What follows belongs to an exercise in optimizing a design on an open flow for small area; a production flow would make more cautious choices.
At most, simulation tests tie the RTL to the original design; equivalence was not proved.
No activity file was given, so power comes from the tool's default toggle rates.

## the baseline
==> flow/design.v (excerpt) <==
module scc (
    input  wire        clk,
    input  wire        rst,           
    input  wire        cmd_valid,
    input  wire [7:0]  cmd,
    output wire        ready,
    input  wire        ofs_we,
    input  wire [31:0] ofs_wdata,
    output reg  [31:0] ofs,
    output wire [31:0] msf,           
    output reg  [31:0] edc,
    output wire [31:0] status,
    output reg         mem_en,
    output reg         mem_we,
    output reg  [11:0] mem_addr,
    output reg  [7:0]  mem_wdata,
    input  wire [7:0]  mem_rdata
);
    reg        msf_v;                 
    reg [6:0]  msf_f, msf_s;          
    reg [7:0]  msf_m;                 
    reg        sync_ok, form2, blank, addr_ok;
    reg        err;
    reg [1:0]  cause;
    reg [7:0]  fcmd;                  
    assign msf    = {6'd0, msf_v, 2'd0, msf_f, 1'b0, msf_s, msf_m};
    assign status = {8'd0, fcmd, 5'd0, cause, err, 4'd0, addr_ok, blank, form2, sync_ok};
    localparam [3:0] S_IDLE  = 4'd0,
                     S_DEC   = 4'd1,
                     S_MSF   = 4'd2,
                     S_WR    = 4'd3,
                     S_CHK   = 4'd4,
                     S_EDC   = 4'd5,
                     S_EDCW  = 4'd6,
                     S_ERD   = 4'd7,
                     S_ELAST = 4'd8,
                     S_EW0   = 4'd9,
                     S_EW1   = 4'd10;
    reg [3:0]  st;
    reg [11:0] a;           
    reg [2:0]  sub;         
    reg [2:0]  mh;          
    reg [7:0]  acc_a;       
    reg [7:0]  acc_b;       
    reg [6:0]  maj;         
    assign ready = (st == S_IDLE);
    wire clr = rst | (ready & cmd_valid & (cmd == 8'hFF));
    wire op_msfenc = ~fcmd[3] & ~fcmd[4] & ~fcmd[5];    
    wire op_clr    = fcmd[4] & ~fcmd[1] & ~fcmd[0];     
    wire op_synth  = fcmd[5];
    wire layer_q   = fcmd[2];                           
    wire [6:0] f_v = acc_a[6:0];
    wire [5:0] s_v = acc_b[5:0];
    wire [6:0] m_v = maj;
    wire [4:0]  msf_i   = {a[1:0], sub};                
    wire [4:0]  bit_sel = 5'd18 - msf_i;
    wire        ofs_bit = ofs[bit_sel];
    wire [7:0]  f2  = {f_v, ofs_bit};
    wire        cf  = (f2 >= 8'd75);
    wire [6:0]  fn  = cf ? f2 - 8'd75 : f2[6:0];
    wire [6:0]  s2  = {s_v, cf};
    wire        cs  = (s2 >= 7'd60);
    wire [5:0]  sn  = cs ? s2 - 7'd60 : s2[5:0];
    wire [6:0]  mn  = {m_v[5:0], cs};
    wire        cs2 = (s_v >= 6'd58);
  ...
For scale: about 1600 cells after synthesis, roughly 200 I/O pins, about 11000 um2 of cells after synthesis.
Settings: LEC_CHECK=0, ABC_AREA=1, CAP_MARGIN=20, CORE_MARGIN=2, CORE_UTILIZATION=40, PLACE_DENSITY=0.6, SLEW_MARGIN=20; clock period 27.0 ns.
run.sh (not shown) runs the stock make flow with config.mk's settings and CLKGATE_MAP_FILE= SYNTH_SCRIPT=/design/flow/synth_recipe.tcl, a recipe that flattens the netlist after the stock synthesis.
Changes in the candidate relative to the baseline:
Settings: clearing ABC_AREA, which used to be 1.
==> comparison <==
Re worst-case setup margin in the final layout: the baseline and the candidate aren't equal, and the higher value belongs to the baseline.
Diff the baseline -> the candidate: register-to-register slack dropped 270 ps, buffer and inverter count on the worst path dropped 1, y dimension of the die dropped 0.59 um, wire length reported by the detailed router dropped 1.2%, multi-input combinational cell count dropped about 13%.
The baseline has lower logic depth of the worst register-to-register path than the candidate.
No functional check of the RTL was part of any run of this note.

---

Setup of JK:
scc, a different RTL version from the one above (not shown whole).
Size: roughly 1000 cells after synthesis, roughly 150 flip-flops.
Design scc, start of the top module:
module scc (
    input  wire        clk,
    input  wire        rst,           
    input  wire        cmd_valid,
    input  wire [7:0]  cmd,
    output wire        ready,
    input  wire        ofs_we,
    input  wire [31:0] ofs_wdata,
    output reg  [31:0] ofs,
    output wire [31:0] msf,           
    output reg  [31:0] edc,
    output wire [31:0] status,
    output reg         mem_en,
    output reg         mem_we,
    output reg  [11:0] mem_addr,
    output reg  [7:0]  mem_wdata,
    input  wire [7:0]  mem_rdata
);
    reg        msf_v;                 
    reg [6:0]  msf_f, msf_s;          
    reg [7:0]  msf_m;                 
    reg        sync_ok, form2, blank, addr_ok;
    reg [1:0]  cause;
    wire       err = cause[0] | cause[1];
    reg [7:0]  fcmd;                  
    assign msf    = {6'd0, msf_v, 2'd0, msf_f, 1'b0, msf_s, msf_m};
    assign status = {8'd0, fcmd, 5'd0, cause, err, 4'd0, addr_ok, blank, form2, sync_ok};
    localparam [3:0] S_IDLE  = 4'd0,
                     S_DEC   = 4'd1,
                     S_MSF   = 4'd2,
                     S_WR    = 4'd3,
                     S_CHK   = 4'd4,
                     S_EDC   = 4'd5,
                     S_EDCW  = 4'd6,
                     S_ERD   = 4'd7,
                     S_ELAST = 4'd8,
                     S_EW0   = 4'd9,
                     S_EW1   = 4'd10;
    reg [3:0]  st;
    reg [11:0] a;           
    reg [2:0]  sub;         
    reg [2:0]  mh;          
    reg [7:0]  acc_a;       
    reg [7:0]  acc_b;       
    reg [6:0]  maj;         
    assign ready = (st == S_IDLE);
    wire clr = rst | (ready & cmd_valid & (cmd == 8'hFF));
    wire op_msfenc = ~fcmd[3] & ~fcmd[4] & ~fcmd[5];    
    wire op_clr    = fcmd[4] & ~fcmd[1] & ~fcmd[0];     
    wire op_synth  = fcmd[5];
    wire layer_q   = fcmd[2];                           
    wire [3:0] fq = acc_a[6:3];
    wire [2:0] fr = acc_a[2:0];
    wire [3:0] sq = acc_b[6:3];
    wire [2:0] sr = acc_b[2:0];
  ...
Settings: LEC_CHECK=0, CAP_MARGIN=20, CORE_MARGIN=2, CORE_UTILIZATION=40, PLACE_DENSITY=0.6, SLEW_MARGIN=20; clock period 27.0 ns.
standard.sh (not shown) runs the stock make flow with config.mk's settings and CLKGATE_MAP_FILE= SYNTH_SCRIPT=/design/flow/synth_recipe.tcl, a recipe that flattens the netlist after the stock synthesis.
==> flow/flow/run.sh <==
#!/bin/bash
# Own layout flow: the standard ORFS flow with
#  - an area-oriented ABC mapping script (registers are mapped exactly as in
#    the standard synthesis; only the combinational mapping differs),
#  - no full-adder extraction before ABC,
#  - minimum-size port buffers and small clock-tree buffers.
# Each tool's full output is kept in a log file in this folder.
set -uo pipefail
W=$(pwd)
rm -rf "$W/scripts_local"
cp -r "$FLOW_HOME/scripts" "$W/scripts_local"
cp "$W/flow/abc_area.script" "$W/scripts_local/abc_area.script"
bash "$W/standard.sh" \
    "SCRIPTS_DIR=$W/scripts_local" \
    ABC_AREA=1 \
    ADDER_MAP_FILE= \
    "BUFFER_PORTS_ARGS=-buffer_cell sky130_fd_sc_hd__buf_1" \
    "CTS_ARGS=-sink_clustering_enable -repair_clock_nets -dont_use_dummy_load -buf_list {sky130_fd_sc_hd__clkbuf_4 sky130_fd_sc_hd__clkbuf_8} -root_buf sky130_fd_sc_hd__clkbuf_8" \
    finish > "$W/orfs_make.log" 2>&1
rc=$?
tail -40 "$W/orfs_make.log"
exit $rc
==> flow/flow/abc_area.script <==
strash
&get -n
&st
&synch2
&dch -f
&nf -a -R 1000
&put
mfs2 -a
strash
&get -n
&st
&syn2
&dch -f
&nf -a -R 1000
&put
topo
JK: done, clean on timing, DRC and antenna
Here is what was changed in the inputs of MS compared with JK.
diff --git a/flow/flow/run.sh b/flow/flow/run.sh
--- a/flow/flow/run.sh
+++ b/flow/flow/run.sh
@@ -15,5 +15,8 @@
     ABC_AREA=1 \
+    SLEW_MARGIN=0 \
+    CAP_MARGIN=0 \
+    SKIP_REPAIR_TIE_FANOUT=1 \
     ADDER_MAP_FILE= \
     "BUFFER_PORTS_ARGS=-buffer_cell sky130_fd_sc_hd__buf_1" \
-    "CTS_ARGS=-sink_clustering_enable -repair_clock_nets -dont_use_dummy_load -buf_list {sky130_fd_sc_hd__clkbuf_4 sky130_fd_sc_hd__clkbuf_8} -root_buf sky130_fd_sc_hd__clkbuf_8" \
+    "CTS_ARGS=-sink_clustering_enable -repair_clock_nets -dont_use_dummy_load -buf_list sky130_fd_sc_hd__clkbuf_8 -root_buf sky130_fd_sc_hd__clkbuf_8" \
     finish > "$W/orfs_make.log" 2>&1
| layout overhead on the synthesized area | MS vs JK | 1.5 points lower |
Side by side, standby leakage power turned out lower in MS than in JK.
On aggregate global-route resource usage, MS and JK are basically level.
Combinational group share of total power: MS < JK
JK and MS ended up with roughly the same clock power.
Per-cell via count in the routed design | MS above JK
Comparing MS and JK, met2 layer wire length in the routed design is lower on MS.
Compared with JK, MS ends up with less cell area.
MS reached the end of the flow, and the finished layout is clean on the timing, DRC and antenna checks.
Compared with JK, MS is the less power-hungry design.
Modified inputs, AL compared to MS
diff --git a/flow/flow/run.sh b/flow/flow/run.sh
--- a/flow/flow/run.sh
+++ b/flow/flow/run.sh
@@ -15,8 +15,5 @@
     ABC_AREA=1 \
-    SLEW_MARGIN=0 \
-    CAP_MARGIN=0 \
-    SKIP_REPAIR_TIE_FANOUT=1 \
     ADDER_MAP_FILE= \
     "BUFFER_PORTS_ARGS=-buffer_cell sky130_fd_sc_hd__buf_1" \
-    "CTS_ARGS=-sink_clustering_enable -repair_clock_nets -dont_use_dummy_load -buf_list sky130_fd_sc_hd__clkbuf_8 -root_buf sky130_fd_sc_hd__clkbuf_8" \
+    "CTS_ARGS=-sink_clustering_enable -repair_clock_nets -dont_use_dummy_load -buf_list sky130_fd_sc_hd__clkbuf_4 sky130_fd_sc_hd__clkbuf_8 -root_buf sky130_fd_sc_hd__clkbuf_8" \
     finish > "$W/orfs_make.log" 2>&1
[summary]
AL did not make it past clock tree synthesis (4_1_cts), where a tool error ended it. Looking at AL and MS, the synthesized area is a wash. Looking at final HPWL from detailed placement across AL and MS, the one that comes out higher is AL. Re sequential share of the synthesized area: no difference whatsoever between MS and AL. AL — number of cells in the design after placement 27 higher, MS as reference. Any difference in placement row count between MS and AL is small enough to ignore. From MS to AL, simple-gate share of the synthesized area did not move at all. Comparing AL and MS, final weighted congestion in routability-driven placement is lower on MS. Diff AL..MS | number of instances in the synthesized netlist | unchanged. Changes observed in AL relative to MS: pre-CTS setup slack dropped 40 ps, cell area reported after detailed placement climbed 1.2%. AL -> MS: share of synthesized cell area in full adder, half adder and majority cells delta 0, exact match.
Input-level comparison between TR and AL:
diff --git a/flow/flow/run.sh b/flow/flow/run.sh
--- a/flow/flow/run.sh
+++ b/flow/flow/run.sh
@@ -15,5 +15,8 @@
     ABC_AREA=1 \
+    SLEW_MARGIN=0 \
+    CAP_MARGIN=0 \
+    SKIP_REPAIR_TIE_FANOUT=1 \
     ADDER_MAP_FILE= \
     "BUFFER_PORTS_ARGS=-buffer_cell sky130_fd_sc_hd__buf_1" \
-    "CTS_ARGS=-sink_clustering_enable -repair_clock_nets -dont_use_dummy_load -buf_list sky130_fd_sc_hd__clkbuf_4 sky130_fd_sc_hd__clkbuf_8 -root_buf sky130_fd_sc_hd__clkbuf_8" \
+    "CTS_ARGS=-sink_clustering_enable -repair_clock_nets -dont_use_dummy_load -buf_list sky130_fd_sc_hd__clkbuf_8 -root_buf sky130_fd_sc_hd__clkbuf_8 -sink_clustering_size 40 -sink_clustering_max_diameter 250 -sink_clustering_levels 1" \
     finish > "$W/orfs_make.log" 2>&1
[summary]
Share of flip-flops with an asynchronous set or reset across AL and TR: no real change.
AL has a higher placed wire-length estimate after detailed placement than TR.
Number of standard-cell rows in the floorplan of TR is on par with AL.
There was hardly any difference in synthesized cell area between AL and TR.
Number of enable-type register cells in the synthesized netlist came out exactly the same in AL and TR.
Status | AL and TR | clean except AL
AL: STA-0564 in clock tree synthesis (4_1_cts) -> run aborted
~same synthesized cell count in AL and TR
Between AL and TR, cell area reported after detailed placement is lower for TR, AL comes in above that.
Re worst-case setup slack after placement: AL was lower than TR.
Here is what was changed in the inputs of PW compared with TR.
diff --git a/flow/flow/run.sh b/flow/flow/run.sh
--- a/flow/flow/run.sh
+++ b/flow/flow/run.sh
@@ -17,6 +17,5 @@
     CAP_MARGIN=0 \
-    SKIP_REPAIR_TIE_FANOUT=1 \
     ADDER_MAP_FILE= \
     "BUFFER_PORTS_ARGS=-buffer_cell sky130_fd_sc_hd__buf_1" \
-    "CTS_ARGS=-sink_clustering_enable -repair_clock_nets -dont_use_dummy_load -buf_list sky130_fd_sc_hd__clkbuf_8 -root_buf sky130_fd_sc_hd__clkbuf_8 -sink_clustering_size 40 -sink_clustering_max_diameter 250 -sink_clustering_levels 1" \
+    "CTS_ARGS=-sink_clustering_enable -repair_clock_nets -dont_use_dummy_load -buf_list sky130_fd_sc_hd__clkbuf_8 -root_buf sky130_fd_sc_hd__clkbuf_8" \
     finish > "$W/orfs_make.log" 2>&1
[summary]
Minimum clock period for PW is higher than for TR.
Lower power share of the combinational group goes to TR over PW.
Number of global-route vias before repair, TR and PW: larger value in TR
Changes observed in PW relative to TR: peak supply drop fell by 1.5%; post-layout utilization of the core increased by 0.52 points relative to the old numbers.
PW vs TR — first-pass GRT wire length rose 190 µm.
TR and PW all finish clean.
Re total power: PW is 0.0025 mW up on TR.
Of TR and PW, TR shows the lower routed wire length on met2, with PW above it.
NOTE: via count in PW exceeds that of TR
Critical path depth: PW vs TR identical
Looking at total wire length after detailed routing, PW sits about 1% above TR.

## static timing again, ports no longer ideal
Ports are ideal in the flow. The routed layouts listed here were re-timed in OpenROAD. Step 1 sets driving cells, clkbuf_16 on the clock port and buf_2 on the other inputs (assumed; they add their load-dependent delay and slew). Step 2 also shifts input and output timing later by t, the mid clock arrival at the registers, as if the neighbouring blocks saw the same clock. Three values: no drivers, after step 1, after step 2; two values: the first two.
run	shift t [ns]	slack for setup (ns)	worst setup path at the end	clock arrival spread, ns	worst slew at a driven data input, ns
the baseline	0.476	15.446 / 15.397 / 15.873	register to output	0.012 / 0.011	0.05
the candidate	0.479	14.909 / 14.861 / 15.340	register to output	0.013 / 0.013	0.05
JK	0.489	14.134 / 14.100 / 14.100	input to output	0.042 / 0.041	0.04
MS	0.490	14.162 / 14.136 / 14.136	input to output	0.045 / 0.045	0.04
TR	0.490	14.162 / 14.136 / 14.136	input to output	0.045 / 0.045	0.04
PW	0.491	14.131 / 14.099 / 14.099	input to output	0.045 / 0.045	0.04
After both steps every run listed still meets setup and hold. The setup slack of JK, which loses most, moves by -0.034 ns with the drivers and by -0.034 ns with both steps.
